This design comes from an exercise in tuning for small area, a short achievable clock period and few clock cycles per item on the open sky130 flow, not from production work. RTL that was checked went through simulation tests only; none was proved equivalent to the original. For run 1, only the layout was checked, not whether the RTL still works. Power and IR drop assume default switching activity.

==> flow/design.v <==
module dlink_rx #(
    parameter MAX_PAYLOAD = 4096,
    parameter DEF_W       = 8,
    parameter DEF_H       = 8,
    parameter DEF_FMT     = 0
) (
    input  wire        clk,
    input  wire        rst,
    input  wire        in_valid,
    input  wire [7:0]  in_data,
    output wire        in_ready,
    output reg         fb_we,
    output wire [15:0] fb_addr,
    output reg  [7:0]  fb_wdata,
    output reg  [7:0]  fb_wmask,
    output reg         err_valid,
    output reg  [2:0]  err_code,
    output reg         ntf_params,
    output reg         ntf_frame,
    output reg         ss_enabled,
    output reg  [15:0] ss_width,
    output reg  [15:0] ss_height,
    output reg  [2:0]  ss_fmt,
    output reg  [1:0]  ss_rot,
    output reg  [7:0]  ss_indev,
    output reg  [15:0] drop_count
);
    localparam [2:0] E_LENGTH = 3'd2, E_WINDOW = 3'd3, E_FORMAT = 3'd4,
                     E_SHORT  = 3'd5, E_INIT   = 3'd6, E_POINT  = 3'd7;
    localparam [1:0] S_SEEK = 2'd0, S_HDR = 2'd1, S_PAY = 2'd2, S_EXEC = 2'd3;
    localparam [3:0] X_IDLE = 4'd0, X_COL = 4'd1, X_Y   = 4'd2, X_YD  = 4'd3,
                     X_H    = 4'd4, X_LR  = 4'd5, X_PW  = 4'd6, X_INIT = 4'd7,
                     X_ROW  = 4'd8, X_CAP = 4'd9, X_LRS = 4'd10, X_FIN = 4'd11,
                     X_CK   = 4'd12;
    reg        rdy;
    reg        vld;            
    reg [7:0]  byte_r;
    reg        spec;           
    reg        lbad, lzero;    
    reg [1:0]  st;
    reg        have_aa;
    reg [2:0]  hcnt;
    reg        rsc;            
    reg [1:0]  rj;
    reg [1:0]  dpend;          
    reg [7:0]  A [0:7];        
    reg [12:0] rem;
    reg [3:0]  idx;
    reg [2:0]  cmd;            
    reg        fin;            
    reg        win_ok;
    reg [1:0]  exw;            
    reg        ibad;
    reg        vcx, vlx, vex, vcy, vly;
    reg        vok;
    reg        pkd;
    reg [1:0]  bsel;
    reg [15:0] stride;
    reg [15:0] wf;             
    reg [15:0] lrs;            
    reg [15:0] nrs;            
    reg        lr;             
    reg [15:0] cursor;
    reg [15:0] col;            
    reg [15:0] wreg;           
    reg [1:0]  phase;          
    reg [3:0]  xs;
    reg [16:0] T;              
    reg [16:0] m;
    reg [15:0] Q;
    reg        ql;             
    reg        bor;            
    reg        ovf, movf, cinf;
    reg [1:0]  pw;             
    assign fb_addr  = T[15:0];
    assign in_ready = rdy;
    wire [15:0] a_x = {A[1], A[0]};
    wire [15:0] a_y = {A[3], A[2]};
    wire [15:0] a_w = {A[5], A[4]};
    wire [15:0] a_h = {A[7], A[6]};
    wire       i_pkd = (A[4] == 8'd2) || (A[4] == 8'd3);
    wire [1:0] i_b   = (A[4] == 8'd0) ? 2'd2 : (A[4] == 8'd1) ? 2'd3 : 2'd1;
    wire       take    = in_valid && rdy;
    wire       l3_now  = (st == S_HDR) && (hcnt == 3'd4) && vld;       
    wire       n_l3    = (st == S_HDR) && (vld ? hcnt == 3'd3 : hcnt == 3'd4);
    wire       n_last  = ((st == S_PAY) && (vld ? rem == 13'd2 : rem == 13'd1)) ||
                         (l3_now && A[5] == 8'd1 && A[6] == 8'd0) ||
                         ((st == S_EXEC) && rem == 13'd1);
    wire       n_i7    = (st == S_PAY) && (cmd == 3'd4) && (vld ? idx == 4'd6 : idx == 4'd7);
    wire [7:0] l2      = vld ? byte_r : A[7];
    wire       n_lbad  = (in_data != 8'd0) || (l2 != 8'd0) || (A[6] > 8'd16) ||
                         (A[6] == 8'd16 && A[5] != 8'd0);
    wire       n_lzero = (in_data == 8'd0) && (l2 == 8'd0) && (A[6] == 8'd0) && (A[5] == 8'd0);
    wire       n_spec  = n_last || n_i7 || (n_l3 && (n_lbad || n_lzero));
    wire       hold_l3 = (st == S_HDR) && (hcnt == 3'd4) && lbad;
    wire       cons    = vld && !rsc && (st != S_EXEC) && !hold_l3;
    wire       proc    = rsc || cons;
    wire [7:0] b       = rsc ? A[{1'b1, rj}] : byte_r;
    wire        is_pt  = (cmd == 3'd5);
    wire [15:0] v_w    = is_pt ? 16'd1 : a_w;
    wire [15:0] v_h    = is_pt ? 16'd1 : a_h;
    wire [8:0]  sxl    = {1'b0, A[0]} + {1'b0, v_w[7:0]};
    wire [8:0]  syl    = {1'b0, A[2]} + {1'b0, v_h[7:0]};
    wire [8:0]  sxh    = {1'b0, A[1]} + {1'b0, v_w[15:8]} + {8'd0, vcx};
    wire [8:0]  syh    = {1'b0, A[3]} + {1'b0, v_h[15:8]} + {8'd0, vcy};
    wire        okx    = (sxh < {1'b0, ss_width[15:8]}) || (sxh == {1'b0, ss_width[15:8]} && vlx);
    wire        eqx    = (sxh == {1'b0, ss_width[15:8]}) && vex;
    wire        oky    = (syh < {1'b0, ss_height[15:8]}) || (syh == {1'b0, ss_height[15:8]} && vly);
    wire        v_ok   = (v_w != 16'd0) && (v_h != 16'd0) && okx && oky &&
                         (!pkd || is_pt || (A[0][2:0] == 3'd0 && (A[4][2:0] == 3'd0 || eqx)));
    wire        q_bit  = Q[0] ^ bor;
    wire [17:0] t_sum  = {1'b0, T} + (q_bit ? {1'b0, m} : 18'd0) + {17'd0, cinf};
    wire        step   = (xs == X_COL) || (xs == X_Y) || (xs == X_H) || (xs == X_PW) ||
                         (xs == X_ROW) || (xs == X_CAP) || (xs == X_LRS);
    wire        y_done = ((xs == X_Y) && ql) || (xs == X_YD);
    wire        go     = (st == S_EXEC) && exw[1] && vok;
    wire        pix_end  = pkd || (phase == bsel - 2'd1);
    wire        row_end  = pkd ? (col[15:4] == 12'd0 && !(col[3] && col[2:0] != 3'd0))
                               : (col == 16'd1 && pix_end);
    wire [15:0] nrs_in   = lr ? wf : nrs;
    wire [15:0] nrs_sum  = nrs_in + stride;
    wire        wr_data = (cmd == 3'd3) || (cmd == 3'd4 && idx[3] && win_ok);
    wire        last    = (rem == 13'd1);
    wire        kill    = (st == S_PAY) && cons && last && idx < 4'd7 &&
                          (cmd == 3'd2 || cmd == 3'd4 || cmd == 3'd5);
    always @(posedge clk) begin
        fb_we      <= 1'b0;
        err_valid  <= 1'b0;
        ntf_params <= 1'b0;
        ntf_frame  <= 1'b0;
        drop_count <= drop_count + {14'd0, dpend};
        dpend      <= 2'd0;
        vcx <= sxl[8];
        vlx <= sxl[7:0] <= ss_width[7:0];
        vex <= sxl[7:0] == ss_width[7:0];
        vcy <= syl[8];
        vly <= syl[7:0] <= ss_height[7:0];
        vok <= v_ok;
        if (exw != 2'd3) exw <= exw + 2'd1;
        if (take) begin
            byte_r <= in_data;
            spec   <= n_spec;
            lbad   <= n_l3 && n_lbad;
            lzero  <= n_lzero;
        end
        vld <= take || (vld && !cons);
        if (step) begin
            T    <= t_sum[16:0];
            ovf  <= ovf | t_sum[17] | (q_bit & movf);
            m    <= {m[15:0], 1'b0};
            movf <= movf | m[16];
            Q    <= {1'b0, Q[15:1]};
            ql   <= (Q[15:2] == 14'd0);
            bor  <= bor & ~Q[0];
            cinf <= 1'b0;
        end
        begin
            if (cons && spec)
                rdy <= 1'b1;
            if (rsc) begin
                rj <= rj + 2'd1;
                if (rj == 2'd3) rsc <= 1'b0;
            end
            case (st)
            S_SEEK: if (proc) begin
                if (have_aa && b == 8'h55) begin
                    have_aa <= 1'b0;
                    hcnt    <= 3'd0;
                    st      <= S_HDR;
                end else if (b == 8'hAA) begin
                    dpend   <= {1'b0, have_aa};
                    have_aa <= 1'b1;
                end else begin
                    dpend   <= have_aa ? 2'd2 : 2'd1;
                    have_aa <= 1'b0;
                end
            end
            S_HDR: begin
                if (hcnt != 3'd4) begin
                    if (proc) begin
                        A[{1'b1, hcnt[1:0]}] <= b;
                        hcnt <= hcnt + 3'd1;
                    end
                end else if (vld && lbad) begin
                    err_valid <= 1'b1;
                    err_code  <= E_LENGTH;
                    lbad      <= 1'b0;
                    rsc       <= 1'b1;
                    rj        <= 2'd0;
                    st        <= S_SEEK;
                end else if (cons) begin
                    rem  <= {A[6][4:0], A[5]};
                    idx  <= 4'd0;
                    cmd  <= 3'd0;
                    if (A[4] == 8'h01 || (ss_enabled && A[4] >= 8'h02 && A[4] <= 8'h05))
                        cmd <= A[4][2:0];
                    if (lzero) begin
                        st <= S_SEEK;
                        if (A[4] == 8'h01) begin
                            err_valid <= 1'b1;
                            err_code  <= E_SHORT;
                        end else if (ss_enabled && A[4] == 8'h03) begin
                            ntf_frame <= 1'b1;
                        end else if (ss_enabled && (A[4] == 8'h02 || A[4] == 8'h04 || A[4] == 8'h05)) begin
                            err_valid <= 1'b1;
                            err_code  <= E_SHORT;
                        end
                    end else
                        st <= S_PAY;
                end
            end
            S_PAY: if (cons) begin
                rem <= rem - 13'd1;
                if (!idx[3]) begin
                    idx         <= idx + 4'd1;
                    A[idx[2:0]] <= b;
                end
                if (wr_data) begin
                    fb_we    <= 1'b1;
                    T[15:0]  <= cursor;
                    fb_wdata <= b;
                    fb_wmask <= 8'hFF;
                    if (row_end) begin
                        cursor <= nrs_in;
                        nrs    <= nrs_sum;
                        lr     <= (nrs_in == lrs);
                        col    <= wreg;
                        phase  <= 2'd0;
                    end else begin
                        cursor <= cursor + 16'd1;
                        if (pix_end) begin
                            phase <= 2'd0;
                            col   <= col - (pkd ? 16'd8 : 16'd1);
                        end else
                            phase <= phase + 2'd1;
                    end
                end
                if (idx == 4'd3 && (cmd == 3'd2 || cmd == 3'd4 || cmd == 3'd5)) begin
                    T    <= 17'd0;
                    m    <= pkd ? {4'd0, a_x[15:3]} : {1'b0, a_x};
                    Q    <= pkd ? 16'd1 : {14'd0, bsel};
                    ql   <= pkd || bsel == 2'd1;
                    bor  <= 1'b0;
                    cinf <= 1'b0;
                    xs   <= X_COL;
                end
                if (cmd == 3'd4 && idx == 4'd7) begin
                    fin <= last;
                    exw <= 2'd0;
                    rdy <= 1'b0;
                    st  <= S_EXEC;
                end else if (last) begin
                    st <= S_SEEK;
                    case (cmd)
                    3'd1: if (idx < 4'd6) begin
                              err_valid <= 1'b1;
                              err_code  <= E_SHORT;
                          end else begin
                              xs  <= X_INIT;
                              rdy <= 1'b0;
                              st  <= S_EXEC;
                          end
                    3'd2, 3'd5:
                          if (idx < 4'd7) begin
                              err_valid <= 1'b1;
                              err_code  <= E_SHORT;
                          end else begin
                              exw <= 2'd0;
                              rdy <= 1'b0;
                              st  <= S_EXEC;
                          end
                    3'd3: ntf_frame <= 1'b1;
                    3'd4: if (idx < 4'd7) begin
                              err_valid <= 1'b1;
                              err_code  <= E_SHORT;
                          end else if (win_ok)
                              ntf_frame <= 1'b1;
                          else begin
                              err_valid <= 1'b1;
                              err_code  <= E_WINDOW;
                          end
                    default: ;
                    endcase
                end
            end
            default: ;
            endcase
            case (xs)
            X_COL: if (ql) begin
                m  <= {1'b0, stride};
                Q  <= a_y;
                ql <= (a_y[15:1] == 15'd0);
                xs <= X_Y;
            end
            X_Y, X_YD: if (y_done) begin
                xs <= X_YD;
                if (go) begin
                    if (is_pt) begin
                        fb_we    <= 1'b1;
                        fb_wdata <= pkd ? {8{A[4][0]}} : A[4];
                        fb_wmask <= pkd ? (8'h80 >> A[0][2:0]) : 8'hFF;
                        pw       <= bsel - 2'd1;
                        cinf     <= 1'b1;
                        if (pkd || bsel == 2'd1) begin
                            ntf_frame <= 1'b1;
                            xs        <= X_IDLE;
                            rdy       <= 1'b1;
                            st        <= S_SEEK;
                        end else
                            xs <= X_PW;
                    end else begin
                        wf     <= t_sum[15:0];
                        cursor <= t_sum[15:0];
                        m      <= {1'b0, stride};
                        Q      <= a_h;
                        ql     <= (a_h[15:1] == 15'd0);
                        bor    <= 1'b1;
                        lr     <= 1'b1;
                        xs     <= X_H;
                    end
                end
            end
            X_H: if (ql) begin
                lrs    <= t_sum[15:0];
                col    <= a_w;
                wreg   <= a_w;
                phase  <= 2'd0;
                win_ok <= 1'b1;
                xs     <= X_LR;
                if (!(cmd == 3'd4 && fin))
                    rdy <= 1'b1;
            end
            X_LR: begin
                nrs <= nrs_sum;
                lr  <= (wf == lrs);
                xs  <= X_IDLE;
                if (cmd == 3'd4 && !fin)
                    st <= S_PAY;
                else begin
                    st  <= S_SEEK;
                    rdy <= 1'b1;
                    if (cmd == 3'd4) ntf_frame <= 1'b1;
                end
            end
            X_PW: begin
                fb_we    <= 1'b1;
                fb_wdata <= A[5];
                A[5]     <= A[6];
                pw       <= pw - 2'd1;
                cinf     <= 1'b1;
                if (pw == 2'd1) begin
                    ntf_frame <= 1'b1;
                    xs        <= X_IDLE;
                    rdy       <= 1'b1;
                    st        <= S_SEEK;
                end
            end
            X_INIT: begin
                if (A[4] > 8'd4) begin
                    err_valid  <= 1'b1;
                    err_code   <= E_FORMAT;
                    ss_enabled <= 1'b0;
                    ntf_params <= 1'b1;
                    xs         <= X_IDLE;
                    rdy        <= 1'b1;
                    st         <= S_SEEK;
                end else if (A[5] > 8'd3 || a_x == 16'd0 || a_y == 16'd0) begin
                    err_valid  <= 1'b1;
                    err_code   <= E_INIT;
                    ss_enabled <= 1'b0;
                    ntf_params <= 1'b1;
                    xs         <= X_IDLE;
                    rdy        <= 1'b1;
                    st         <= S_SEEK;
                end else begin
                    T    <= 17'd0;
                    m    <= i_pkd ? {4'd0, a_x[15:3]} : {1'b0, a_x};
                    Q    <= i_pkd ? 16'd1 : {14'd0, i_b};
                    ql   <= i_pkd || i_b == 2'd1;
                    bor  <= 1'b0;
                    cinf <= i_pkd && (a_x[2:0] != 3'd0);
                    ovf  <= 1'b0;
                    movf <= 1'b0;
                    wf   <= 16'd0;
                    lr   <= 1'b1;
                    xs   <= X_ROW;
                end
            end
            X_ROW: if (ql) begin
                stride <= t_sum[15:0];
                T      <= 17'd0;
                m      <= t_sum[16:0];
                movf   <= t_sum[17];
                Q      <= a_y;
                ql     <= (a_y[15:1] == 15'd0);
                xs     <= X_CAP;
            end
            X_CAP: if (ql)
                xs <= X_CK;
            X_CK: begin
                ibad <= ovf || (T[16] && T[15:0] != 16'd0);
                T    <= 17'd0;
                m    <= {1'b0, stride};
                Q    <= a_y;
                ql   <= (a_y[15:1] == 15'd0);
                bor  <= 1'b1;
                xs   <= X_LRS;
            end
            X_LRS: begin
                nrs <= nrs_sum;
                if (ql) begin
                    lrs <= t_sum[15:0];
                    xs  <= X_FIN;
                end
            end
            X_FIN: begin
                ntf_params <= 1'b1;
                xs         <= X_IDLE;
                rdy        <= 1'b1;
                st         <= S_SEEK;
                if (ibad) begin
                    err_valid  <= 1'b1;
                    err_code   <= E_INIT;
                    ss_enabled <= 1'b0;
                end else begin
                    ss_enabled <= 1'b1;
                    ss_width   <= a_x;
                    ss_height  <= a_y;
                    ss_fmt     <= A[4][2:0];
                    pkd        <= i_pkd;
                    bsel       <= i_b;
                    ss_rot     <= A[5][1:0];
                    ss_indev   <= A[6];
                    cursor     <= 16'd0;
                    lr         <= (lrs == 16'd0);
                    col        <= a_x;
                    wreg       <= a_x;
                    phase      <= 2'd0;
                end
            end
            default: ;
            endcase
            if (kill)
                xs <= X_IDLE;
            if (st == S_EXEC && exw[1] && !vok && cmd != 3'd1) begin
                xs     <= X_IDLE;
                win_ok <= 1'b0;
                rdy    <= 1'b1;
                if (cmd == 3'd4 && !fin)
                    st <= S_PAY;
                else begin
                    st        <= S_SEEK;
                    err_valid <= 1'b1;
                    err_code  <= is_pt ? E_POINT : E_WINDOW;
                end
            end
            if (take && n_spec)
                rdy <= 1'b0;
        end
        if (rst) begin
            st         <= S_SEEK;
            rdy        <= 1'b1;
            vld        <= 1'b0;
            have_aa    <= 1'b0;
            hcnt       <= 3'd0;
            rsc        <= 1'b0;
            dpend      <= 2'd0;
            xs         <= X_IDLE;
            ss_enabled <= 1'b0;
            ss_width   <= DEF_W;
            ss_height  <= DEF_H;
            ss_fmt     <= DEF_FMT;
            pkd        <= 1'b0;
            bsel       <= 2'd2;
            ss_rot     <= 2'd0;
            ss_indev   <= 8'd0;
            drop_count <= 16'd0;
            fb_we      <= 1'b0;
            err_valid  <= 1'b0;
            ntf_params <= 1'b0;
            ntf_frame  <= 1'b0;
        end
    end
endmodule
==> flow/run.sh <==
#!/bin/bash
# synth_recipe.tcl (not shown) runs the flow's synth.tcl, then flattens the netlist and writes it again
# the make line also repeats each setting of config.mk as NAME=value (left out here)
make -C /OpenROAD-flow-scripts/flow DESIGN_CONFIG=/design/flow/config.mk WORK_HOME=/design/flow/orfs CLKGATE_MAP_FILE= SYNTH_SCRIPT=/design/flow/synth_recipe.tcl finish
==> flow/config.mk <==
export PLATFORM = sky130hd
export DESIGN_NAME = dlink_rx
export DESIGN_NICKNAME = dlink_rx
export VERILOG_FILES = /design/flow/design.v
export SDC_FILE = /design/flow/constraint.sdc
export NUM_CORES = 4
export LEC_CHECK = 0
export CAP_MARGIN = 20
export CORE_MARGIN = 2
export CORE_UTILIZATION = 40
export SLEW_MARGIN = 20
==> flow/constraint.sdc <==
create_clock -name core_clock -period 12.0 [get_ports {clk}]
set_input_delay 2.4000 -clock core_clock [delete_from_list [all_inputs] [get_ports {clk}]]
set_output_delay 2.4000 -clock core_clock [all_outputs]
set_load 0.01 [all_outputs]
==> results of run 1 <==
-- cell type report --
cell class,count,area share
inverter,143,0.02078
sequential,383,0.3658
tap,756,0.03662
multi-input combinational,1890,0.4667
clock inverter,20,0.006684
clock buffer,60,0.04863
timing repair buffer,152,0.05483
-- state kept, by name, indices dropped and copies added (netlist names), 13 cells and up --
signal / flops
lrs: 16
stride: 16
drop_count: 16
ss_width: 16
m: 17
col: 16
wf: 16
ss_height: 16
nrs: 16
Q: 16
rem: 13
T: 17
wreg: 16
cursor: 16
A: 64
-- final timing paths --
kind | start | endpoint | slack, ns | depth (start not counted)
max | cmd[2] | vok | 7.33 | 21
min | exw[0] | exw[0] | 0.44 | 1
max reg2reg | cmd[2] | vok | 7.33 | 21
min reg2reg | exw[0] | exw[0] | 0.44 | 1
-- cell families (layout without fill, tap and decap cells) --
family	after synthesis	in the layout	synth area share
compound gates	641	641	0.1786
xor+xnor	102	102	0.03937
fa+ha+maj	126	126	0.07268
buf+inv	297	375	0.05371
flops	383	383	0.4164
mux	85	85	0.04472
simple gates	936	936	0.1945
-- power by group through the flow --
stage	Sequential (W)	Combinational (W)	Clock [W]
after floorplan	0.00139	0.0000166	0
after global placement	0.00139	0.0000276	0
after detailed placement	0.00139	0.0000281	0
after CTS	0.00136	0.0000282	0.00138
after global routing	0.00136	0.0000306	0.00142
final	0.00136	0.0000287	0.00135
-- worst max-delay path, cell delays in order (launching register included) --
cell and delay (ns):
edfxtp_1 0.52, nand3b_1 0.14, buf_4 0.36, and2_1 0.24, ha_1 0.24, nor2b_1 0.12, o21ai_0 0.25, a21boi_0 0.17
o21ai_0 0.17, nand2b_1 0.10, a21o_1 0.18, a21oi_1 0.18, xnor2_1 0.09, ha_1 0.31, nand4_1 0.09, nor2_1 0.16
a21oi_1 0.09, o41ai_1 0.32, o221ai_1 0.18, a211oi_1 0.28, o211ai_1 0.13, nor3_1 0.25
-- metrics by stage --
| stage | total power [W] | util | hold WS [ns] | cell area (um^2) |
|---|---|---|---|---|
| 6_report | 0.002747 | 0.4590 | 0.4431 | 25830 |
| 5_1_grt | 0.002819 | 0.4590 | 0.4570 | 25830 |
| 3_3_place_gp | 0.001420 | 0.4336 | 0.4256 | 24400 |
| 2_1_floorplan | 0.001407 | - | 0.4128 | 22690 |
| 4_1_cts | 0.002768 | 0.4590 | 0.4416 | 25830 |
| 3_5_place_dp | 0.001421 | 0.4336 | 0.4319 | 24400 |
-- per-layer routing --
metal / vias up / global-route usage / share of wire
met4: 0 / 0.1126 / 0.045
met2: 943 / 0.4333 / 0.47
met3: 193 / 0.03922 / 0.074
met5: - / 0 / 0
met1: 9704 / 0.3319 / 0.41
li1: 9350 / - / -
-- cell usage in the layout (no fill, tap or decap), types with 11 or more instances in the layout --
cell / instances
buf_4: 40
mux2_2: 15
nor4_1: 36
a31oi_1: 32
nor3b_1: 11
a22oi_1: 26
inv_1: 141
nand4_1: 29
xor2_1: 41
ha_1: 115
a21o_1: 20
o21a_1: 21
a21oi_1: 204
or3_1: 19
and2_1: 37
edfxtp_1: 178
nor3_1: 53
and3_1: 14
o221ai_1: 14
nand2b_1: 20
nor2_1: 227
nand2_1: 327
xnor2_1: 61
nor2b_1: 42
o22ai_1: 24
o211ai_1: 41
clkdlybuf4s50_1: 111
nand3_1: 73
o21ai_0: 130
dfxtp_1: 205
clkbuf_16: 45
mux2i_1: 59
a211oi_1: 23
==> results.json, run 1 <==
{
  "arrival_ns": 5.16,
  "setup_viol": 0,
  "pin_count": 113,
  "detail-route-antenna-nets": 0,
  "crit_fanout": 36,
  "rows": 87,
  "clkTransAtPathRegs_ns": 0.06,
  "vias": 20190,
  "synth_largest_area_cell": "edfxtp_1",
  "yosysWarnings": 1,
  "place_congestion": 0.9265,
  "worstHoldPathType": "flip-flop to flip-flop",
  "cts_tree": "built",
  "grt_pass1_wl_um": 118300,
  "coreArea_um2": 56280,
  "p_sw_frac": 0.2174,
  "syn_inst": 2570,
  "numCtsBuffers": 43,
  "drive_gt1_frac": 0.06080,
  "multi_input_area_um2": 12050,
  "synth_area_um2": 22690,
  "power_switching_w": 0.0005971,
  "synth_ff_type": "dfxtp_1",
  "clock-sinks": 383,
  "place_hpwl_um": 56280,
  "clock_path_buffers": 3,
  "irDropWorstVdd_mv": 0.08535,
  "clock_latency_ns": 0.59,
  "synth.most_common_cell": "nand2_1",
  "p_leak_nw": 9.466,
  "p_clk_frac": 0.493,
  "period_share": 0.3891,
  "p_seq_frac": 0.497,
  "cp-end-kind": "flip-flop",
  "antenna-diode-count": 0,
  "critical_path_class": "flip-flop to flip-flop",
  "place_ws_ns": 7.527,
  "cts_resized": 0,
  "layout_setup_ws_ns": 7.331,
  "pwr_density_cell_nw_per_um2": 106.3,
  "tightestPinTransition_ns": 1.100,
  "drt_wl_total_um": 77690,
  "grt_max_degree": 71,
  "hold_viol": 0,
  "synth-seq-area-share": 0.4164,
  "rsz0062_at_grt": "false",
  "hold_buffers": 0,
  "synth_edf_count": 178,
  "ys_ff_latch": 383,
  "cts_max_level": 2,
  "drtIter0Drc": 2124,
  "start_util": 0.4032,
  "synth_area_per_cell_um2": 8.829,
  "drt_pass1_iterations": 6,
  "synth_nets": 2706,
  "synth_common_cells": "327 x nand2_1, 228 x nor2_1, 205 x a21oi_1, 205 x dfxtp_1, 178 x edfxtp_1",
  "slew_viol_final": 0,
  "dp_cells": 3324,
  "synth_top_cell_area_share": 0.2356,
  "worstPathRequired_ns": 12.49,
  "die_y_um": 242.2,
  "status": "complete, no violations",
  "cap_violations": 0,
  "num-fill-cells": 5415,
  "post_cts_buffers": 0,
  "first_global_vias": 19470,
  "ys_types": 86,
  "fin_cells": 3404,
  "remaining_drc_errors": 0,
  "antenna_found_initial": 0,
  "max_slew_margin": 0.2661,
  "routed_via_density": 5.931,
  "skew_ns": 0.02809,
  "intPower_w": 0.002149,
  "io_buffers": 112,
  "die_w_um": 242.2,
  "yosys-top-cells-area": "edfxtp_1 24%, dfxtp_1 18%, ha_1 6.3%",
  "num-nets-final": 2749,
  "gr-total-overflow": 0,
  "routedWlPerCell_um": 22.82,
  "power_frac_comb": 0.010,
  "setup_tns_ns": 0,
  "max_clock_freq_mhz": 214.2,
  "grt_usage": 0.2588,
  "ff_latch_area_um2": 9449,
  "period_needed_ns": 4.669,
  "ys_async_sr_fraction": 0,
  "root_buffer": "clkbuf_16",
  "syn2layout_area_growth_pct": 13.84,
  "die_area_um2": 58650,
  "cp-start-kind": "flip-flop"
}
==> inputs of run 2 (changes only) <==
--- a/flow/design.v
+++ b/flow/design.v
@@ -30,8 +30,7 @@
     localparam [1:0] S_SEEK = 2'd0, S_HDR = 2'd1, S_PAY = 2'd2, S_EXEC = 2'd3;
     localparam [3:0] X_IDLE = 4'd0, X_COL = 4'd1, X_Y   = 4'd2, X_YD  = 4'd3,
                      X_H    = 4'd4, X_LR  = 4'd5, X_PW  = 4'd6, X_INIT = 4'd7,
-                     X_ROW  = 4'd8, X_CAP = 4'd9, X_LRS = 4'd10, X_FIN = 4'd11,
-                     X_CK   = 4'd12;
+                     X_ROW  = 4'd8, X_CAP = 4'd9, X_LRS = 4'd10, X_FIN = 4'd11;
     reg        rdy;
     reg        vld;            
     reg [7:0]  byte_r;
@@ -117,7 +116,7 @@
     wire        pix_end  = pkd || (phase == bsel - 2'd1);
     wire        row_end  = pkd ? (col[15:4] == 12'd0 && !(col[3] && col[2:0] != 3'd0))
                                : (col == 16'd1 && pix_end);
-    wire [15:0] nrs_in   = lr ? wf : nrs;
+    wire [15:0] nrs_in   = (st != S_PAY || lr) ? wf : nrs;
     wire [15:0] nrs_sum  = nrs_in + stride;
     wire        wr_data = (cmd == 3'd3) || (cmd == 3'd4 && idx[3] && win_ok);
     wire        last    = (rem == 13'd1);
@@ -154,7 +153,25 @@
             bor  <= bor & ~Q[0];
             cinf <= 1'b0;
         end
-        begin
+        if (rst) begin
+            st         <= S_SEEK;
+            rdy        <= 1'b1;
+            vld        <= 1'b0;
+            have_aa    <= 1'b0;
+            hcnt       <= 3'd0;
+            rsc        <= 1'b0;
+            dpend      <= 2'd0;
+            xs         <= X_IDLE;
+            ss_enabled <= 1'b0;
+            ss_width   <= DEF_W;
+            ss_height  <= DEF_H;
+            ss_fmt     <= DEF_FMT;
+            pkd        <= 1'b0;
+            bsel       <= 2'd2;
+            ss_rot     <= 2'd0;
+            ss_indev   <= 8'd0;
+            drop_count <= 16'd0;
+        end else begin
             if (cons && spec)
                 rdy <= 1'b1;
             if (rsc) begin
@@ -315,7 +332,6 @@
                         Q      <= a_h;
                         ql     <= (a_h[15:1] == 15'd0);
                         bor    <= 1'b1;
-                        lr     <= 1'b1;
                         xs     <= X_H;
                     end
                 end
@@ -382,7 +398,6 @@
                     ovf  <= 1'b0;
                     movf <= 1'b0;
                     wf   <= 16'd0;
-                    lr   <= 1'b1;
                     xs   <= X_ROW;
                 end
             end
@@ -395,10 +410,9 @@
                 ql     <= (a_y[15:1] == 15'd0);
                 xs     <= X_CAP;
             end
-            X_CAP: if (ql)
-                xs <= X_CK;
-            X_CK: begin
-                ibad <= ovf || (T[16] && T[15:0] != 16'd0);
+            X_CAP: if (ql) begin
+                ibad <= ovf || t_sum[17] || (q_bit && movf) ||
+                        (t_sum[16] && t_sum[15:0] != 16'd0);
                 T    <= 17'd0;
                 m    <= {1'b0, stride};
                 Q    <= a_y;
@@ -457,28 +471,5 @@
             if (take && n_spec)
                 rdy <= 1'b0;
         end
-        if (rst) begin
-            st         <= S_SEEK;
-            rdy        <= 1'b1;
-            vld        <= 1'b0;
-            have_aa    <= 1'b0;
-            hcnt       <= 3'd0;
-            rsc        <= 1'b0;
-            dpend      <= 2'd0;
-            xs         <= X_IDLE;
-            ss_enabled <= 1'b0;
-            ss_width   <= DEF_W;
-            ss_height  <= DEF_H;
-            ss_fmt     <= DEF_FMT;
-            pkd        <= 1'b0;
-            bsel       <= 2'd2;
-            ss_rot     <= 2'd0;
-            ss_indev   <= 8'd0;
-            drop_count <= 16'd0;
-            fb_we      <= 1'b0;
-            err_valid  <= 1'b0;
-            ntf_params <= 1'b0;
-            ntf_frame  <= 1'b0;
-        end
     end
 endmodule
==> run 2 against run 1 <==
Against the previous run:
- still clean on timing, DRC and antenna
- first-iteration DRC count rose by 13%
- synthesized cell count is 2.3% higher
- final cell count grew 2.6%
- maximum frequency is 4.3% lower
- global-route usage rose by 1.2 points
- clock power up 12%
- utilization is 0.74 points higher
- sequential power increased by 7%
- power grew 17%
- via count increased by 4.3%
- worst hold slack got worse by 0.0052 ns
- highest routed layer unchanged
==> results.json, run 2 <==
{
  "remaining_drc_errors": 0,
  "worstPathRequired_ns": 12.44,
  "gr-total-overflow": 0,
  "cts_max_level": 2,
  "drtIter0Drc": 2404,
  "synth_edf_count": 235,
  "synth.most_common_cell": "nand2_1",
  "pwr_density_cell_nw_per_um2": 119.4,
  "synth_area_per_cell_um2": 8.946,
  "detail-route-antenna-nets": 0,
  "worstHoldPathType": "flip-flop to flip-flop",
  "critical_path_class": "primary input to flip-flop",
  "routed_via_density": 6.028,
  "drt_wl_total_um": 83460,
  "synth_nets": 2764,
  "ys_async_sr_fraction": 0,
  "max_slew_margin": 0.2590,
  "syn2layout_area_growth_pct": 14.90,
  "clock_latency_ns": 0.61,
  "hold_ws_ns": 0.4380,
  "cap_violations": 0,
  "grt_pass1_wl_um": 125100,
  "slowest_stage": "nand2_1",
  "synth_ff_type": "edfxtp_1",
  "layout_commonest_cell": "nand2_1",
  "num-nets-final": 2825,
  "clock_path_buffers": 3,
  "crit_path_cell_trace": "buf_4 > inv_2 > buf_4 > nand2_1 > a221o_1 > a221oi_1 > a211oi_1",
  "die_area_um2": 60730,
  "drive_gt1_frac": 0.06598,
  "synth_top_cell_area_share": 0.3002,
  "yosys-top-cells-area": "edfxtp_1 30%, dfxtp_1 13%, ha_1 6.1%",
  "pin_count": 113,
  "place_hpwl_um": 60040,
  "synth_common_cells": "336 x nand2_1, 272 x nor2_1, 238 x a21oi_1, 235 x edfxtp_1, 150 x dfxtp_1",
  "top_regs": "A (64), T (17), m (17)",
  "start_util": 0.4059,
  "antenna-diode-count": 0,
  "synth_largest_area_cell": "edfxtp_1",
  "rsz0062_at_grt": "false",
  "place_congestion": 0.9752,
  "period_needed_ns": 4.882,
  "crit_top_cell": "buf_4",
  "syn_inst": 2628,
  "max_clock_freq_mhz": 204.9,
  "worstReg2RegEnd": "ibad",
  "grt_max_degree": 64,
  "cp-start-kind": "primary input",
  "hold_buffers": 0,
  "final_cell_mix": "336 x nand2_1, 268 x nor2_1, 238 x a21oi_1",
  "clkTransAtPathRegs_ns": 0.06,
  "rr_worst_depth": 15,
  "slew_viol_final": 0,
  "fin_cells": 3493,
  "largest_reg_flops": 64,
  "reg2reg_from": "Q[0]",
  "antenna_found_initial": 0,
  "cts_tree": "built",
  "rows": 88,
  "coreArea_um2": 57920,
  "dp_cells": 3405,
  "first_global_vias": 20080,
  "crit_start": "rst",
  "die_w_um": 246.4,
  "grt_usage": 0.2711,
  "crit_fanout": 43,
  "finish.utilization": 0.4664,
  "endpoint": "m[14]",
  "vias": 21060,
  "ys_types": 87,
  "max_stage_delay_ns": 0.73,
  "synth-seq-area-share": 0.4279,
  "irDropWorstVdd_mv": 0.1186,
  "status": "complete, no violations",
  "arrival_ns": 5.32,
  "io_buffers": 112,
  "yosysWarnings": 1,
  "root_buffer": "clkbuf_16",
  "num-fill-cells": 5563,
  "ff2ff_setup_slack_ns": 7.37,
  "setup_viol": 0,
  "top_register": "A",
  "post_cts_buffers": 0,
  "skew_ns": 0.02564,
  "synth_area_um2": 23510,
  "cts_resized": 0,
  "setup_tns_ns": 0,
  "die_y_um": 246.4,
  "period_share": 0.4068,
  "ys_ff_latch": 385,
  "cp-end-kind": "flip-flop",
  "p_leak_nw": 9.747,
  "drt_pass1_iterations": 6,
  "numCtsBuffers": 47,
  "tightestPinTransition_ns": 1.103,
  "routedWlPerCell_um": 23.89,
  "clock-sinks": 385,
  "hold_viol": 0
}
## run 2: metrics by stage
step                      setup WS (ns)  power, W  instance area, um^2
after floorplan                   7.211  0.001627                23510
after global placement            6.596  0.001730                25360
after detailed placement          6.532  0.001733                25370
after CTS                         7.181  0.003235                27010
after global routing              6.956  0.003312                27010
final                             7.118  0.003224                27010
## run 2: where the power goes
| group | leakage [nW] | total, W | internal [W] | switching [W] |
|---|---|---|---|---|
| clock network | 0.780 | 0.00151 | 0.000901 | 0.000610 |
| logic | 5.58 | 0.000253 | 0.0000903 | 0.000163 |
| registers | 3.39 | 0.00146 | 0.00143 | 0.0000277 |
## run 2: cell type report
cell class                      instances  area [um^2]  share of cell area
Inverter                              135        506.7             0.01876
Multi-Input combinational cell       1962        12390              0.4585
Clock inverter                         22        285.3             0.01056
Tap cell                              765        957.2             0.03543
Clock buffer                           66         1351             0.05002
Timing Repair Buffer                  158         1468             0.05433
Sequential cell                       385        10060              0.3724
## run 2: cell families after synthesis
logic type,after synthesis,share of synthesized area
buffers and inverters,281,0.04779
AO/OA/AOI/OAI,677,0.1811
AND/OR/NAND/NOR,961,0.1889
XOR/XNOR,107,0.04018
multiplexers,91,0.04396
flip-flops,385,0.4279
adder cells (fa/ha/maj),126,0.07014
## run 2: how the worst min path moves through the flow
stage,cells past startpoint,to,slack (ns),start
2_1_floorplan,1,exw[0],0.41,exw[0]
3_3_place_gp,1,exw[0],0.42,exw[0]
3_5_place_dp,1,exw[0],0.43,exw[0]
4_1_cts,1,exw[0],0.44,exw[0]
5_1_grt,1,exw[0],0.47,exw[0]
6_report,1,exw[0],0.44,exw[0]
## run 2: per-layer routing
metal | GRT usage | up-vias | part of all wire
li1 | - | 9624 | -
met1 | 0.3551 | 10140 | 0.41
met2 | 0.4402 | 1067 | 0.46
met3 | 0.03660 | 222 | 0.077
met4 | 0.1325 | 0 | 0.051
met5 | 0 | - | 0
## run 2: critical path: cells and delay by family
| family | cells | cell delay (ns) |
|---|---|---|
| simple gates | 1 | 0.73 |
| buf+inv | 3 | 1.31 |
| compound gates | 3 | 0.81 |
Testbench counts of run 2, summed over its fixed seeds: cycles 115,608, bytes 112,114.
==> inputs of run 3 (changes only) <==
--- a/flow/design.v
+++ b/flow/design.v
@@ -30,7 +30,8 @@
     localparam [1:0] S_SEEK = 2'd0, S_HDR = 2'd1, S_PAY = 2'd2, S_EXEC = 2'd3;
     localparam [3:0] X_IDLE = 4'd0, X_COL = 4'd1, X_Y   = 4'd2, X_YD  = 4'd3,
                      X_H    = 4'd4, X_LR  = 4'd5, X_PW  = 4'd6, X_INIT = 4'd7,
-                     X_ROW  = 4'd8, X_CAP = 4'd9, X_LRS = 4'd10, X_FIN = 4'd11;
+                     X_ROW  = 4'd8, X_CAP = 4'd9, X_LRS = 4'd10, X_FIN = 4'd11,
+                     X_CK   = 4'd12;
     reg        rdy;
     reg        vld;            
     reg [7:0]  byte_r;
@@ -51,6 +52,7 @@
     reg [1:0]  exw;            
     reg        ibad;
     reg        vcx, vlx, vex, vcy, vly;
+    reg        vxl0, vxq0, vxq1, vyl0, vyq0, vyq1, vnz, vpa, vpb;
     reg        vok;
     reg        pkd;
     reg [1:0]  bsel;
@@ -100,15 +102,22 @@
     wire [15:0] v_h    = is_pt ? 16'd1 : a_h;
     wire [8:0]  sxl    = {1'b0, A[0]} + {1'b0, v_w[7:0]};
     wire [8:0]  syl    = {1'b0, A[2]} + {1'b0, v_h[7:0]};
-    wire [8:0]  sxh    = {1'b0, A[1]} + {1'b0, v_w[15:8]} + {8'd0, vcx};
-    wire [8:0]  syh    = {1'b0, A[3]} + {1'b0, v_h[15:8]} + {8'd0, vcy};
-    wire        okx    = (sxh < {1'b0, ss_width[15:8]}) || (sxh == {1'b0, ss_width[15:8]} && vlx);
-    wire        eqx    = (sxh == {1'b0, ss_width[15:8]}) && vex;
-    wire        oky    = (syh < {1'b0, ss_height[15:8]}) || (syh == {1'b0, ss_height[15:8]} && vly);
-    wire        v_ok   = (v_w != 16'd0) && (v_h != 16'd0) && okx && oky &&
-                         (!pkd || is_pt || (A[0][2:0] == 3'd0 && (A[4][2:0] == 3'd0 || eqx)));
+    wire [8:0]  sxh    = {1'b0, A[1]} + {1'b0, v_w[15:8]};
+    wire [8:0]  syh    = {1'b0, A[3]} + {1'b0, v_h[15:8]};
+    wire [8:0]  wh     = {1'b0, ss_width[15:8]};
+    wire [8:0]  hh     = {1'b0, ss_height[15:8]};
+    wire [8:0]  wh1    = wh - 9'd1;
+    wire [8:0]  hh1    = hh - 9'd1;
+    wire        x_lt   = vcx ? (vxl0 && !vxq1) : vxl0;
+    wire        x_eq   = vcx ? vxq1 : vxq0;
+    wire        y_lt   = vcy ? (vyl0 && !vyq1) : vyl0;
+    wire        y_eq   = vcy ? vyq1 : vyq0;
+    wire        eqx    = x_eq && vex;
+    wire        v_ok   = vnz && (x_lt || (x_eq && vlx)) && (y_lt || (y_eq && vly)) &&
+                         (!pkd || is_pt || (vpa && (vpb || eqx)));
     wire        q_bit  = Q[0] ^ bor;
-    wire [17:0] t_sum  = {1'b0, T} + (q_bit ? {1'b0, m} : 18'd0) + {17'd0, cinf};
+    wire [18:0] t_wide = {1'b0, T, cinf} + {1'b0, (q_bit ? m : 17'd0), cinf};
+    wire [17:0] t_sum  = t_wide[18:1];
     wire        step   = (xs == X_COL) || (xs == X_Y) || (xs == X_H) || (xs == X_PW) ||
                          (xs == X_ROW) || (xs == X_CAP) || (xs == X_LRS);
     wire        y_done = ((xs == X_Y) && ql) || (xs == X_YD);
@@ -116,7 +125,7 @@
     wire        pix_end  = pkd || (phase == bsel - 2'd1);
     wire        row_end  = pkd ? (col[15:4] == 12'd0 && !(col[3] && col[2:0] != 3'd0))
                                : (col == 16'd1 && pix_end);
-    wire [15:0] nrs_in   = (st != S_PAY || lr) ? wf : nrs;
+    wire [15:0] nrs_in   = lr ? wf : nrs;
     wire [15:0] nrs_sum  = nrs_in + stride;
     wire        wr_data = (cmd == 3'd3) || (cmd == 3'd4 && idx[3] && win_ok);
     wire        last    = (rem == 13'd1);
@@ -134,6 +143,15 @@
         vex <= sxl[7:0] == ss_width[7:0];
         vcy <= syl[8];
         vly <= syl[7:0] <= ss_height[7:0];
+        vxl0 <= sxh < wh;
+        vxq0 <= sxh == wh;
+        vxq1 <= sxh == wh1;
+        vyl0 <= syh < hh;
+        vyq0 <= syh == hh;
+        vyq1 <= syh == hh1;
+        vnz  <= (v_w != 16'd0) && (v_h != 16'd0);
+        vpa  <= A[0][2:0] == 3'd0;
+        vpb  <= A[4][2:0] == 3'd0;
         vok <= v_ok;
         if (exw != 2'd3) exw <= exw + 2'd1;
         if (take) begin
@@ -153,25 +171,7 @@
             bor  <= bor & ~Q[0];
             cinf <= 1'b0;
         end
-        if (rst) begin
-            st         <= S_SEEK;
-            rdy        <= 1'b1;
-            vld        <= 1'b0;
-            have_aa    <= 1'b0;
-            hcnt       <= 3'd0;
-            rsc        <= 1'b0;
-            dpend      <= 2'd0;
-            xs         <= X_IDLE;
-            ss_enabled <= 1'b0;
-            ss_width   <= DEF_W;
-            ss_height  <= DEF_H;
-            ss_fmt     <= DEF_FMT;
-            pkd        <= 1'b0;
-            bsel       <= 2'd2;
-            ss_rot     <= 2'd0;
-            ss_indev   <= 8'd0;
-            drop_count <= 16'd0;
-        end else begin
+        begin
             if (cons && spec)
                 rdy <= 1'b1;
             if (rsc) begin
@@ -332,6 +332,7 @@
                         Q      <= a_h;
                         ql     <= (a_h[15:1] == 15'd0);
                         bor    <= 1'b1;
+                        lr     <= 1'b1;
                         xs     <= X_H;
                     end
                 end
@@ -398,6 +399,7 @@
                     ovf  <= 1'b0;
                     movf <= 1'b0;
                     wf   <= 16'd0;
+                    lr   <= 1'b1;
                     xs   <= X_ROW;
                 end
             end
@@ -410,9 +412,10 @@
                 ql     <= (a_y[15:1] == 15'd0);
                 xs     <= X_CAP;
             end
-            X_CAP: if (ql) begin
-                ibad <= ovf || t_sum[17] || (q_bit && movf) ||
-                        (t_sum[16] && t_sum[15:0] != 16'd0);
+            X_CAP: if (ql)
+                xs <= X_CK;
+            X_CK: begin
+                ibad <= ovf || (T[16] && T[15:0] != 16'd0);
                 T    <= 17'd0;
                 m    <= {1'b0, stride};
                 Q    <= a_y;
@@ -471,5 +474,28 @@
             if (take && n_spec)
                 rdy <= 1'b0;
         end
+        if (rst) begin
+            st         <= S_SEEK;
+            rdy        <= 1'b1;
+            vld        <= 1'b0;
+            have_aa    <= 1'b0;
+            hcnt       <= 3'd0;
+            rsc        <= 1'b0;
+            dpend      <= 2'd0;
+            xs         <= X_IDLE;
+            ss_enabled <= 1'b0;
+            ss_width   <= DEF_W;
+            ss_height  <= DEF_H;
+            ss_fmt     <= DEF_FMT;
+            pkd        <= 1'b0;
+            bsel       <= 2'd2;
+            ss_rot     <= 2'd0;
+            ss_indev   <= 8'd0;
+            drop_count <= 16'd0;
+            fb_we      <= 1'b0;
+            err_valid  <= 1'b0;
+            ntf_params <= 1'b0;
+            ntf_frame  <= 1'b0;
+        end
     end
 endmodule
==> flow/flow/run.sh (new file) <==
#!/bin/bash
# Layout: the standard ORFS flow, with the port buffers made of
# sky130_fd_sc_hd__buf_2 cells instead of the default choice.
# Each tool's output goes to its own log file in this folder (ORFS also keeps
# its per-step logs under orfs/logs/).
set -euo pipefail
bash standard.sh BUFFER_PORTS_ARGS="-buffer_cell sky130_fd_sc_hd__buf_2" finish > orfs_make.log 2>&1
==> flow/standard.sh (new file) <==
#!/bin/bash
# synth_recipe.tcl (not shown) runs the flow's synth.tcl, then flattens the netlist and writes it again
# the make line also repeats each setting of config.mk as NAME=value (left out here)
make -C /OpenROAD-flow-scripts/flow DESIGN_CONFIG=/design/flow/config.mk WORK_HOME=/design/flow/orfs CLKGATE_MAP_FILE= SYNTH_SCRIPT=/design/flow/synth_recipe.tcl "${@:-finish}"
removed: flow/run.sh
==> run 3 against run 2 <==
Against the previous run:
- still clean
- power decreased by 11%
- synthesized cell count decreased by 0.68%
- area after synthesis decreased by 2.0%
- final cell count decreased by 1.1%
==> results.json, run 3 <==
{
  "status": "complete, no violations",
  "max_slew_margin": 0.3159,
  "clkTransAtPathRegs_ns": 0.06,
  "tightestPinTransition_ns": 1.020,
  "drive_gt1_frac": 0.1032,
  "clock_latency_ns": 0.61,
  "skew_ns": 0.02408,
  "ys_async_sr_fraction": 0,
  "setup_tns_ns": 0,
  "hold_viol": 0,
  "synth_edf_count": 178,
  "design_area_um2": 25760,
  "synth_nets": 2748,
  "antenna_found_initial": 0,
  "final_cell_mix": "332 x nand2_1, 230 x nor2_1, 219 x a21oi_1",
  "num-nets-final": 2795,
  "period_needed_ns": 4.083,
  "critical_path_class": "flip-flop to flip-flop",
  "place_hpwl_um": 57100,
  "syn_inst": 2610,
  "worstPathRequired_ns": 12.35,
  "synth_common_cells": "332 x nand2_1, 232 x nor2_1, 220 x a21oi_1, 214 x dfxtp_1, 178 x edfxtp_1",
  "synth-seq-area-share": 0.4178,
  "cp-start-kind": "flip-flop",
  "first_global_vias": 19740,
  "grt_pass1_wl_um": 118700,
  "synth_area_um2": 23050,
  "cap_violations": 0,
  "layout_setup_ws_ns": 7.917,
  "synth_top_cell_area_share": 0.2319,
  "ys_ff_latch": 392,
  "largest_reg_flops": 64,
  "rsz0062_at_grt": "false",
  "yosysWarnings": 1,
  "placed_cell_area_um2": 24210,
  "post_cts_buffers": 0,
  "clock-sinks": 392,
  "drt_pass1_iterations": 6,
  "cp-end-kind": "flip-flop",
  "layout_commonest_cell": "nand2_1",
  "die_w_um": 244.0,
  "synth_largest_area_cell": "edfxtp_1",
  "grt_usage": 0.2568,
  "arrival_ns": 4.43,
  "top_regs": "A (64), T (17), m (17)",
  "rows": 87,
  "synth_ff_type": "dfxtp_1",
  "vias": 20550,
  "detail-route-antenna-nets": 0,
  "io_buffers": 112,
  "coreArea_um2": 56710,
  "cts_resized": 0,
  "period_share": 0.3402,
  "drtIter0Drc": 2057,
  "cts_tree": "built",
  "synth_area_per_cell_um2": 8.830,
  "die_y_um": 244.0,
  "worstHoldPathType": "flip-flop to flip-flop",
  "synth.most_common_cell": "nand2_1",
  "pwr_density_cell_nw_per_um2": 110.9,
  "root_buffer": "clkbuf_16",
  "routed_via_density": 5.952,
  "slew_viol_final": 0,
  "hold_buffers": 0,
  "yosys-top-cells-area": "edfxtp_1 23%, dfxtp_1 19%, ha_1 6.5%",
  "gr-total-overflow": 0,
  "setup_viol": 0,
  "num-fill-cells": 5560,
  "p_leak_nw": 9.598,
  "multi_input_area_um2": 12400,
  "remaining_drc_errors": 0,
  "place_ws_ns": 7.716,
  "finish.utilization": 0.4543,
  "clock_path_buffers": 3,
  "cts_max_level": 2,
  "routedWlPerCell_um": 22.87,
  "die_area_um2": 59550,
  "pin_count": 113,
  "top_register": "A",
  "ys_types": 81,
  "syn2layout_area_growth_pct": 11.78,
  "max_clock_freq_mhz": 244.9,
  "place_congestion": 0.9253,
  "drt_wl_total_um": 78990,
  "crit_fanout": 17,
  "start_util": 0.4064,
  "grt_max_degree": 72,
  "hold_ws_ns": 0.4388,
  "numCtsBuffers": 46,
  "irDropWorstVdd_mv": 0.1030,
  "ff_latch_area_um2": 9629
}
-- run 3: kinds of logic after synthesis --
logic type,count (synthesis),synth area share
compound gates,664,0.1802
fa+ha+maj,128,0.07166
flops,392,0.4178
mux,75,0.03789
buf+inv,265,0.04680
xor+xnor,125,0.04750
simple gates,961,0.1982
-- run 3: cell type report --
cell class,count,share of cell area
Antenna cell,2,0.0001943
Inverter,122,0.01778
Timing Repair Buffer,142,0.03050
Multi-Input combinational cell,1953,0.4813
Sequential cell,392,0.3738
Clock inverter,25,0.009374
Tap cell,756,0.03672
Clock buffer,61,0.05036
-- run 3: worst paths after layout --
check	slack (ns)	endpoint	depth (start not counted)	from
worst max-delay path	7.92	nrs[15]	11	lr
worst min-delay path	0.44	exw[0]	1	exw[0]
worst max register to register	7.92	nrs[15]	11	lr
worst min register to register	0.44	exw[0]	1	exw[0]
-- run 3: through the flow --
step / power (W) / instances
floorplan: 0.001438 / 2610
finish: 0.002858 / 3453
detailed placement: 0.001449 / 3365
global route: 0.002929 / 3451
global placement: 0.001449 / 3365
CTS: 0.002872 / 3451
-- run 3: power breakdown --
group | internal, W | switching [W] | total, W | leakage, nW
Sequential | 0.00139 | 0.00000343 | 0.00139 | 3.26
Combinational | 0.00000698 | 0.0000188 | 0.0000258 | 5.60
Clock | 0.000813 | 0.000624 | 0.00144 | 0.739
Total | 0.00221 | 0.000647 | 0.00286 | 9.60
-- run 3: worst max-delay path, stage by stage, from the launching register on --
cell,delay (ns)
dfxtp_1,0.91
mux2i_1,0.54
inv_1,0.13
ha_1,0.32
a211o_1,0.32
a211oi_1,0.40
o31ai_1,0.21
nor4_1,0.23
nor3_1,0.12
a211oi_1,0.37
a21oi_1,0.15
xnor2_1,0.14
-- run 3: per-layer routing --
layer	global-route usage	vias up	share of wire
met2	0.4352	934	0.48
met1	0.3247	9909	0.40
met5	0	-	0
met3	0.03567	186	0.077
met4	0.1160	0	0.042
li1	-	9522	-
Testbench counts of run 3, summed over its fixed seeds: cycles 115,616, bytes 112,114.
==> inputs of run 4 (changes only) <==
==> flow/run.sh (new file) <==
#!/bin/bash
# synth_recipe.tcl (not shown) runs the flow's synth.tcl, then flattens the netlist and writes it again
# the make line also repeats each setting of config.mk as NAME=value (left out here)
make -C /OpenROAD-flow-scripts/flow DESIGN_CONFIG=/design/flow/config.mk WORK_HOME=/design/flow/orfs CLKGATE_MAP_FILE= SYNTH_SCRIPT=/design/flow/synth_recipe.tcl finish
removed: flow/flow/run.sh
removed: flow/standard.sh
==> run 4 against run 3 <==
Against the previous run:
- still clean on timing, DRC and antenna
- wire length is 1.4% lower
- worst hold slack better by 0.0099 ns
- clock power about the same
- final cell count shrank 0.12%
- critical path type is now flip-flop to primary output
- largest cell class unchanged
==> results.json, run 4 <==
{
  "critical_path_class": "flip-flop to primary output",
  "layout_setup_ws_ns": 7.859,
  "rr_worst_depth": 14,
  "grt_usage": 0.2557,
  "period_share": 0.3451,
  "synth-seq-area-share": 0.4178,
  "cap_violations": 0,
  "die_y_um": 244.0,
  "final_cell_mix": "332 x nand2_1, 231 x nor2_1, 219 x a21oi_1",
  "power_switching_w": 0.0006140,
  "ys_ff_latch": 392,
  "pin_count": 113,
  "rows": 87,
  "synth_area_um2": 23050,
  "crit_fanout": 6,
  "clock_latency_ns": 0.61,
  "gr-total-overflow": 0,
  "largest_reg_flops": 64,
  "die_area_um2": 59550,
  "layout_commonest_cell": "nand2_1",
  "min_to": "exw[0]",
  "slowest_stage": "clkdlybuf4s50_1",
  "worstReg2RegEnd": "vxq1",
  "place_ws_ns": 7.592,
  "detail-route-antenna-nets": 0,
  "power_frac_comb": 0.010,
  "setup_tns_ns": 0,
  "cp-start-kind": "flip-flop",
  "cts_tree": "built",
  "drive_gt1_frac": 0.05681,
  "die_w_um": 244.0,
  "crit_path_cell_trace": "clkdlybuf4s50_1",
  "clkTransAtPathRegs_ns": 0.06,
  "worstPathRequired_ns": 9.60,
  "hold_viol": 0,
  "cts_max_level": 2,
  "hp-start": "exw[0]",
  "cts_resized": 0,
  "syn2layout_area_growth_pct": 14.01,
  "vias": 20530,
  "top_regs": "A (64), T (17), m (17)",
  "place_hpwl_um": 56030,
  "critPathBufInv": 1,
  "synth_ff_type": "dfxtp_1",
  "numCtsBuffers": 45,
  "status": "complete, no violations",
  "num-nets-final": 2795,
  "grt_pass1_wl_um": 118600,
  "rsz0062_at_grt": "false",
  "remaining_drc_errors": 0,
  "start_util": 0.4064,
  "coreArea_um2": 56710,
  "p_leak_nw": 9.374,
  "p_sw_frac": 0.2152,
  "drt_pass1_iterations": 7,
  "syn_inst": 2610,
  "clock-sinks": 392,
  "clock_path_buffers": 3,
  "holdPathStages": 1,
  "antenna_found_initial": 1,
  "ys_async_sr_fraction": 0,
  "synth_top_cell_area_share": 0.2319,
  "p_seq_frac": 0.489,
  "synth_edf_count": 178,
  "num-fill-cells": 5450,
  "drtIter0Drc": 2064,
  "period_needed_ns": 4.141,
  "cp-end-kind": "primary output",
  "irDropWorstVdd_mv": 0.09591,
  "routed_via_density": 5.952,
  "drt_wl_total_um": 77900,
  "reg2reg_from": "cmd[2]",
  "tightestPinTransition_ns": 1.022,
  "finish.utilization": 0.4633,
  "synth.most_common_cell": "nand2_1",
  "slew_viol_final": 0,
  "synth_area_per_cell_um2": 8.830,
  "synth_nets": 2748,
  "setup_viol": 0,
  "critical_path.top_delay_family": "buffers and inverters",
  "ys_types": 81,
  "max_clock_freq_mhz": 241.5,
  "max_stage_delay_ns": 0.63,
  "post_cts_buffers": 0,
  "max_slew_margin": 0.3111,
  "arrival_ns": 1.74,
  "skew_ns": 0.04616,
  "p_clk_frac": 0.502,
  "yosysWarnings": 1,
  "synth_common_cells": "332 x nand2_1, 232 x nor2_1, 220 x a21oi_1, 214 x dfxtp_1, 178 x edfxtp_1",
  "grt_max_degree": 72,
  "antenna-diode-count": 0,
  "place_congestion": 0.9330,
  "io_buffers": 112,
  "synth_largest_area_cell": "edfxtp_1",
  "fin_total_pwr_w": 0.002854,
  "ff2ff_setup_slack_ns": 7.94,
  "top_register": "A",
  "pwr_density_cell_nw_per_um2": 108.6,
  "intPower_w": 0.002240,
  "root_buffer": "clkbuf_16",
  "routedWlPerCell_um": 22.59,
  "worstHoldPathType": "flip-flop to flip-flop",
  "yosys-top-cells-area": "edfxtp_1 23%, dfxtp_1 19%, ha_1 6.5%",
  "hold_buffers": 0,
  "first_global_vias": 19970
}
==> run 4: cell counts after synthesis <==
Identical to the previous run, type by type.
==> run 4: layout make-up <==
| cell class | instances | area (um^2) | share of cell area |
|---|---|---|---|
| clock buffer | 62 | 1251 | 0.04762 |
| clock inverter | 21 | 254.0 | 0.009666 |
| inverter | 122 | 457.9 | 0.01743 |
| multi-input combinational | 1953 | 12390 | 0.4715 |
| sequential | 392 | 9629 | 0.3665 |
| tap | 756 | 945.9 | 0.03600 |
| timing repair buffer | 143 | 1349 | 0.05133 |
==> run 4: cell families (layout without fill, tap and decap cells) <==
| family | Yosys count | in the layout | share of synthesized area |
|---|---|---|---|
| xor gates and xnor gates | 125 | 125 | 0.04750 |
| and+or+nand+nor | 961 | 961 | 0.1982 |
| muxes | 75 | 75 | 0.03789 |
| buffers and inverters | 265 | 348 | 0.04680 |
| DFF | 392 | 392 | 0.4178 |
| AOI/OAI and AO/OA | 664 | 664 | 0.1802 |
| adders and majority gates | 128 | 128 | 0.07166 |
==> run 4: stage by stage <==
step                      hold slack [ns]  instances  instance area, um^2
after CTS                          0.4494       3449                26280
after global placement             0.4225       3366                24770
after global routing               0.4564       3449                26280
final                              0.4487       3449                26280
after detailed placement           0.4371       3366                24770
after floorplan                    0.4100       2610                23050
==> run 4: how the worst max path moves through the flow <==
stage,startpoint,cells past startpoint,slack (ns),to
5_1_grt,cmd[2],14,7.64,vxq1
6_report,ss_enabled,1,7.86,ss_enabled
4_1_cts,ss_enabled,1,7.88,ss_enabled
3_5_place_dp,in_data[1],7,7.59,rdy
3_3_place_gp,in_data[1],7,7.60,rdy
2_1_floorplan,col[6],7,8.15,nrs[0]
==> run 4: per-layer routing <==
metal | up-vias | share of wire | global-route usage
met3 | 202 | 0.081 | 0.04335
met2 | 952 | 0.47 | 0.4268
li1 | 9520 | - | -
met4 | 0 | 0.047 | 0.1255
met5 | - | 0 | 0
met1 | 9854 | 0.40 | 0.3197
==> run 4: power groups by stage <==
stage	Clock (W)	Sequential [W]	Combinational, W
after floorplan	0	0.00142	0.0000169
after CTS	0.00145	0.00139	0.0000275
after global placement	0	0.00142	0.0000270
final	0.00143	0.00139	0.0000279
after detailed placement	0	0.00142	0.0000271
after global routing	0.00150	0.00139	0.0000299

afterwards: timing with drivers on the ports:
In the flow no input, the clock included, has a driving cell. The finished layouts below were timed again as built, in two steps. Step 1 sets driving cells, clkbuf_16 on the clock port and buf_2 on the other inputs (assumed; they add their load-dependent delay and slew). Step 2 times the ports against the registers' clock, not the clock port: input delays grow and output delays shrink by t, the midpoint of the rising clock arrivals with the driver on. Slacks: ideal / step 1 / step 2; pairs: ideal / step 1.
| run | t (ns) | setup WS [ns] | latest minus earliest clock arrival (ns) | slew at the worst register clock pin (ns) |
|---|---|---|---|---|
| run 1 | 0.637 | 7.331 / 7.331 / 7.331 | 0.029 / 0.029 | 0.07 / 0.07 |
| run 2 | 0.659 | 7.118 / 7.152 / 6.493 | 0.026 / 0.027 | 0.06 / 0.06 |
| run 3 | 0.661 | 7.917 / 7.917 / 7.886 | 0.025 / 0.025 | 0.07 / 0.07 |
| run 4 | 0.646 | 7.859 / 7.798 / 7.562 | 0.046 / 0.046 | 0.07 / 0.07 |
After both steps every run listed still meets setup and hold. The setup slack of run 2, which loses most, moves by +0.034 ns with the drivers and by -0.625 ns with both steps.
